This design comes from an exercise in tuning for small area, a short achievable clock period and few clock cycles on the open sky130 flow, not from production work. Only simulation tests tie the RTL to the original design; equivalence was not proved.

Setup of run 4:
## xxtea_core
module xxtea_core (
    input  wire         clk,
    input  wire         rst,
    input  wire         start,
    input  wire         decrypt,
    input  wire [2:0]   nm1,
    input  wire [127:0] key,
    input  wire [255:0] din,
    output reg          done,
    output wire [255:0] dout
);
Size in the first run: ~510 flip-flops, roughly 650 I/O pins, roughly 0.037 sq mm of cells after synthesis.
==> flow/config.mk <==
export PLATFORM = sky130hd
export DESIGN_NAME = xxtea_core
export DESIGN_NICKNAME = xxtea_core
export VERILOG_FILES = /design/flow/design.v
export SDC_FILE = /design/flow/constraint.sdc
export NUM_CORES = 4
export LEC_CHECK = 0
export ABC_AREA = 1
export CAP_MARGIN = 20
export CORE_MARGIN = 2
export CORE_UTILIZATION = 55
export CTS_BUF_LIST = sky130_fd_sc_hd__clkbuf_4 sky130_fd_sc_hd__clkbuf_8
export SLEW_MARGIN = 20
==> flow/constraint.sdc <==
create_clock -name core_clock -period 12.0 [get_ports {clk}]
set_input_delay 2.4000 -clock core_clock [delete_from_list [all_inputs] [get_ports {clk}]]
set_output_delay 2.4000 -clock core_clock [all_outputs]
set_load 0.01 [all_outputs]
standard.sh (not shown) runs the stock make flow with config.mk's settings and CLKGATE_MAP_FILE= SYNTH_SCRIPT=/design/flow/synth_recipe.tcl, a recipe that flattens the netlist after the stock synthesis.
==> flow/flow/run.sh <==
#!/bin/bash
# The standard layout, with these changes to how it is made:
#  - ports are buffered with buf_1 instead of the 10 um2 delay buffer that
#    buffer_ports picks by default (every port still gets its buffer)
#  - timing repair up to clock-tree synthesis aims for 8 ns of setup slack
#    instead of 0, so the layout is optimised for speed; after it, repair
#    aims for 0 ns (the standard target), to spend no more area on
#    buffers after global routing.
#    The constraints (SDC) are unchanged.
# Each tool's output goes to standard_*.log (ORFS keeps per-step logs too).
export BUFFER_PORTS_ARGS="-buffer_cell sky130_fd_sc_hd__buf_1"
export SETUP_SLACK_MARGIN=8
bash standard.sh cts > standard_cts.log 2>&1
export SETUP_SLACK_MARGIN=0
bash standard.sh > standard_finish.log 2>&1
Run 4 ran to completion and came out clean on the timing, design-rule and antenna checks.
Testbench counts of run 4, summed over its fixed seeds: cycles 40,436.
[inputs] run 5 vs run 4
==> flow/flow/run.sh <==
#!/bin/bash
# The standard layout, with two changes to how it is made:
#  - ports are buffered with buf_1 instead of the 10 um2 delay buffer that
#    buffer_ports picks by default (every port still gets its buffer)
#  - timing repair aims for 8 ns of setup slack instead of 0, so the layout
#    is optimised for speed; the constraints (SDC) are unchanged
# Each tool's output goes to standard.log (ORFS keeps per-step logs too).
export BUFFER_PORTS_ARGS="-buffer_cell sky130_fd_sc_hd__buf_1"
export SETUP_SLACK_MARGIN=8
bash standard.sh > standard.log 2>&1
diff --git a/flow/config.mk b/flow/config.mk
--- a/flow/config.mk
+++ b/flow/config.mk
@@ -10,3 +10,3 @@
 export CORE_MARGIN = 2
-export CORE_UTILIZATION = 55
+export CORE_UTILIZATION = 40
 export CTS_BUF_LIST = sky130_fd_sc_hd__clkbuf_4 sky130_fd_sc_hd__clkbuf_8
==> results.txt <==
Run 5 finished end to end and its layout was clean on timing, DRC and antenna.
For the number of clock-tree buffers in the layout, run 5 came in 2 higher than run 4 did.
A slowest cell on the critical path of sky130_fd_sc_hd__dfxtp_2 is what run 4 shows, while sky130_fd_sc_hd__dfxtp_4 belongs to run 5.
Taking run 5 over run 4, the quantity of gates resized following cts ratio works out to 1.3.
Row worst setup slack: run 5 higher / run 4 lower
Against run 4, peak clock frequency supported by timing in run 5 came out better.


The RTL this note starts from:
==> flow/design.v <==
module xxtea_core (
    input  wire         clk,
    input  wire         rst,
    input  wire         start,
    input  wire         decrypt,
    input  wire [2:0]   nm1,
    input  wire [127:0] key,
    input  wire [255:0] din,
    output reg          done,
    output wire [255:0] dout
);
    localparam [31:0] DELTA = 32'h9E3779B9;
    function [5:0] rounds_for;
        input [2:0] n_m1;
        begin
            case (n_m1)
                3'd0: rounds_for = 6'd58;
                3'd1: rounds_for = 6'd32;
                3'd2: rounds_for = 6'd23;
                3'd3: rounds_for = 6'd19;
                3'd4: rounds_for = 6'd16;
                3'd5: rounds_for = 6'd14;
                3'd6: rounds_for = 6'd13;
                default: rounds_for = 6'd12;
            endcase
        end
    endfunction
    function [31:0] dec_sum0;
        input [2:0] n_m1;
        begin
            case (n_m1)
                3'd0: dec_sum0 = 32'd58 * DELTA;
                3'd1: dec_sum0 = 32'd32 * DELTA;
                3'd2: dec_sum0 = 32'd23 * DELTA;
                3'd3: dec_sum0 = 32'd19 * DELTA;
                3'd4: dec_sum0 = 32'd16 * DELTA;
                3'd5: dec_sum0 = 32'd14 * DELTA;
                3'd6: dec_sum0 = 32'd13 * DELTA;
                default: dec_sum0 = 32'd12 * DELTA;
            endcase
        end
    endfunction
    reg  [31:0] w [0:7];
    reg  [31:0] k [0:3];
    reg         busy;    
    reg         rot;     
    reg         post;    
    reg         dec;
    reg  [2:0]  n;       
    reg  [2:0]  p;       
    reg  [5:0]  rnd;     
    reg  [31:0] sum;
    reg  [7:0]  zsel;    
    reg         n0;      
    reg  [3:0]  ksel;    
    wire [31:0] cur = w[0];
    wire [31:0] yv  = w[1];    
    reg  [31:0] z;
    reg  [31:0] kw;
    integer i;
    always @(*) begin
        z = 32'd0;
        for (i = 0; i < 8; i = i + 1)
            z = z | (w[i] & {32{zsel[i]}});
        kw = 32'd0;
        for (i = 0; i < 4; i = i + 1)
            kw = kw | (k[i] & {32{ksel[i]}});
    end
    function [31:0] pcarry;
        input [31:0] pp, gg;
        input        ci;
        reg   [31:0] g, p;
        integer i, j;
        begin
            g = gg;
            p = pp;
            g[0] = g[0] | (p[0] & ci);
            for (i = 1; i < 32; i = i * 2)
                for (j = 0; j < 32; j = j + 1)
                    if ((j / i) % 2 == 1) begin
                        g[j] = g[j] | (p[j] & g[(j/i)*i-1]);
                        p[j] = p[j] & p[(j/i)*i-1];
                    end
            pcarry = {g[30:0], ci};
        end
    endfunction
    wire [31:0] a_p = ((z >> 5) ^ (z << 4)) ^ ((yv << 2) ^ (yv >> 3));
    wire [31:0] a_g = ((z >> 5) ^ (yv << 2)) & ((yv >> 3) ^ (z << 4));
    wire [31:0] a_s = a_p ^ pcarry(a_p, a_g, 1'b0);
    wire [31:0] b_p = (sum ^ kw ^ yv) ^ z;
    wire [31:0] b_g = (sum ^ yv) & (kw ^ z);
    wire [31:0] b_s = b_p ^ pcarry(b_p, b_g, 1'b0);
    wire [31:0] mx  = a_s ^ b_s;
    wire [31:0] dmask = {32{dec}};
    wire [31:0] f_p   = (cur ^ dmask) ^ mx;
    wire [31:0] f_g   = cur & (mx ^ dmask);
    wire [31:0] v_new = f_p ^ pcarry(f_p, f_g, dec);
    wire last_in_round = dec ? (p == 3'd0) : (p == n);
    wire last_update   = last_in_round && (rnd == 6'd1);
    wire turn_left     = !dec || last_update;
    reg  [2:0]  p_nx;
    reg  [31:0] sum_nx;
    always @(*) begin
        p_nx   = p;
        sum_nx = sum;
        if (!busy && !rot) begin
            p_nx   = decrypt ? nm1 : 3'd0;
            sum_nx = decrypt ? dec_sum0(nm1) : DELTA;
        end else if (busy) begin
            if (last_in_round) begin
                p_nx   = dec ? n : 3'd0;
                sum_nx = dec ? sum - DELTA : sum + DELTA;
            end else begin
                p_nx   = dec ? p - 3'd1 : p + 3'd1;
            end
        end
    end
    wire [1:0] kidx = p_nx[1:0] ^ sum_nx[3:2];
    always @(posedge clk) begin
        p    <= p_nx;
        sum  <= sum_nx;
        for (i = 0; i < 4; i = i + 1)
            ksel[i] <= (kidx == i);
        if (rst) begin
            busy <= 1'b0;
            rot  <= 1'b0;
            done <= 1'b0;
        end else begin
            done <= 1'b0;
            if (rot) begin
                rot <= 1'b0;
                if (post) done <= 1'b1;
                else      busy <= 1'b1;
            end else if (busy) begin
                if (last_update) begin
                    busy <= 1'b0;
                    if (dec && !n0) begin
                        rot  <= 1'b1;
                        post <= 1'b1;
                    end else begin
                        done <= 1'b1;
                    end
                end else if (last_in_round) begin
                    rnd <= rnd - 6'd1;
                end
            end else if (start) begin
                for (i = 0; i < 4; i = i + 1)
                    k[i] <= key[32*i +: 32];
                dec  <= decrypt;
                n    <= nm1;
                n0   <= (nm1 == 3'd0);
                for (i = 0; i < 8; i = i + 1)
                    zsel[i] <= (nm1 == i);
                rnd  <= rounds_for(nm1);
                post <= 1'b0;
                if (decrypt && nm1 != 3'd0) rot  <= 1'b1;
                else                        busy <= 1'b1;
            end
        end
    end
    reg  [7:0]  ge_n;    
    reg  [7:0]  take_new;
    reg  [31:0] other [0:7];
    always @(*) begin
        for (i = 0; i < 8; i = i + 1) begin
            if (turn_left)
                take_new[i] = busy && ge_n[i];
            else
                take_new[i] = busy && (i == 1 || (i == 0 && n0));
            if (!busy && !rot)
                other[i] = (i == 1 && nm1 == 3'd0) ? din[31:0] : din[32*i +: 32];
            else if (busy && turn_left)
                other[i] = w[(i+1)%8];
            else
                other[i] = (i == 0) ? z : w[(i+7)%8];
        end
    end
    always @(posedge clk) begin
        if (!busy && !rot && start)
            for (i = 0; i < 8; i = i + 1)
                ge_n[i] <= (i >= nm1);
        for (i = 0; i < 8; i = i + 1)
            w[i] <= take_new[i] ? v_new : other[i];
    end
    genvar g;
    generate
        for (g = 0; g < 8; g = g + 1) begin : g_dout
            assign dout[32*g +: 32] = w[g];
        end
    endgenerate
endmodule
Settings: LEC_CHECK=0, ABC_AREA=1, CAP_MARGIN=20, CORE_MARGIN=2, CORE_UTILIZATION=40, CTS_BUF_LIST=sky130_fd_sc_hd__clkbuf_4 sky130_fd_sc_hd__clkbuf_8, SLEW_MARGIN=20; clock period 12.0 ns.
==> flow/flow/run.sh <==
#!/bin/bash
# The standard layout, with these changes to how it is made:
#  - ports are buffered with buf_1 instead of the 10 um2 delay buffer that
#    buffer_ports picks by default (every port still gets its buffer)
#  - timing repair up to clock-tree synthesis aims for 8 ns of setup slack
#    instead of 0, so the layout is optimised for speed; after it, repair
#    aims for 0 ns (the standard target), to spend no more area on
#    buffers after global routing.
#    The constraints (SDC) are unchanged.
# Each tool's output goes to standard_*.log (ORFS keeps per-step logs too).
export BUFFER_PORTS_ARGS="-buffer_cell sky130_fd_sc_hd__buf_1"
export SETUP_SLACK_MARGIN=8
bash standard.sh cts > standard_cts.log 2>&1
export SETUP_SLACK_MARGIN=0
bash standard.sh > standard_finish.log 2>&1
Testbench counts at the start, summed over its fixed seeds: cycles 40,404.
Change:
==> flow/flow/run.sh (replaced) <==
#!/bin/bash
# The standard layout, with two changes to how it is made:
#  - ports are buffered with buf_1 instead of the 10 um2 delay buffer that
#    buffer_ports picks by default (every port still gets its buffer)
#  - timing repair aims for 7 ns of setup slack instead of 0, so the layout
#    is optimised for speed; the constraints (SDC) are unchanged
# Each tool's output goes to standard.log (ORFS keeps per-step logs too).
export BUFFER_PORTS_ARGS="-buffer_cell sky130_fd_sc_hd__buf_1"
export SETUP_SLACK_MARGIN=7
bash standard.sh > standard.log 2>&1
The new run completed without violations. Final area fell by 4.4%. Clock-buffer cell count fell by 12.
Change:
==> flow/flow/run.sh (replaced) <==
#!/bin/bash
# The standard layout, with these changes to how it is made:
#  - ports are buffered with buf_1 instead of the 10 um2 delay buffer that
#    buffer_ports picks by default (every port still gets its buffer)
#  - timing repair up to clock-tree synthesis aims for 8 ns of setup slack
#    instead of 0, so the layout is optimised for speed; after it, repair
#    aims for 4 ns, to spend less area on buffers after global routing.
#    The constraints (SDC) are unchanged.
# Each tool's output goes to standard_*.log (ORFS keeps per-step logs too).
export BUFFER_PORTS_ARGS="-buffer_cell sky130_fd_sc_hd__buf_1"
export SETUP_SLACK_MARGIN=8
bash standard.sh cts > standard_cts.log 2>&1
export SETUP_SLACK_MARGIN=4
bash standard.sh > standard_finish.log 2>&1
The changed run produced a clean layout. Flip-flop and latch count stays the same. Worst setup slack improves by 0.13 ns.
Change:
==> flow/flow/run.sh (replaced) <==
#!/bin/bash
# The standard layout, with two changes to how it is made:
#  - ports are buffered with buf_1 instead of the 10 um2 delay buffer that
#    buffer_ports picks by default (every port still gets its buffer)
#  - timing repair aims for 8 ns of setup slack instead of 0, so the layout
#    is optimised for speed; the constraints (SDC) are unchanged
# Each tool's output goes to standard.log (ORFS keeps per-step logs too).
export BUFFER_PORTS_ARGS="-buffer_cell sky130_fd_sc_hd__buf_1"
export SETUP_SLACK_MARGIN=8
bash standard.sh > standard.log 2>&1
Worst hold slack is about the same.
Register-to-register slack improves by 0.11 ns.
Cell area went up by 5.7%.
Die area does not change.
Worst setup slack is better by 0.11 ns.
Non-clock buffer count rises by 88.
Via count rises by 2.7%.
Utilization is higher by 2.8 points.

[static timing again, ports no longer ideal]
The results above use ideal ports. As a check the final layouts listed here were re-extracted and re-timed, cells and wires unchanged.
Step 1 assumes that a clkbuf_16 drives the clock port and a buf_2 every other input.
Step 2, shift: input delay + t, output delay - t, t = (earliest + latest rising clock arrival at the registers) / 2. This alone moves slack from input paths to output paths.
Slacks: ideal ports / drivers / drivers and shift; pairs: ideal ports / drivers.
| run | shift t [ns] | setup slack, ns | worst setup path at the end |
|---|---|---|---|
| run 4 | 0.796 | 7.768 / 7.768 / 7.128 | input to register |
| run 5 | 0.839 | 7.783 / 7.783 / 7.146 | input to register |
| the first run of note 2 | 0.785 | 7.227 / 7.227 / 7.054 | input to register |
| the second run of note 2 | 0.745 | 7.095 / 7.111 / 6.366 | input to register |
| the third run of note 2 | 0.785 | 7.227 / 7.227 / 7.054 | input to register |
| the fourth run of note 2 | 0.792 | 7.336 / 7.336 / 7.125 | input to register |
After both steps every run listed still meets setup and hold. For the second run of note 2, which loses most, drivers alone change the setup slack by +0.016 ns; drivers and shift together by -0.729 ns.
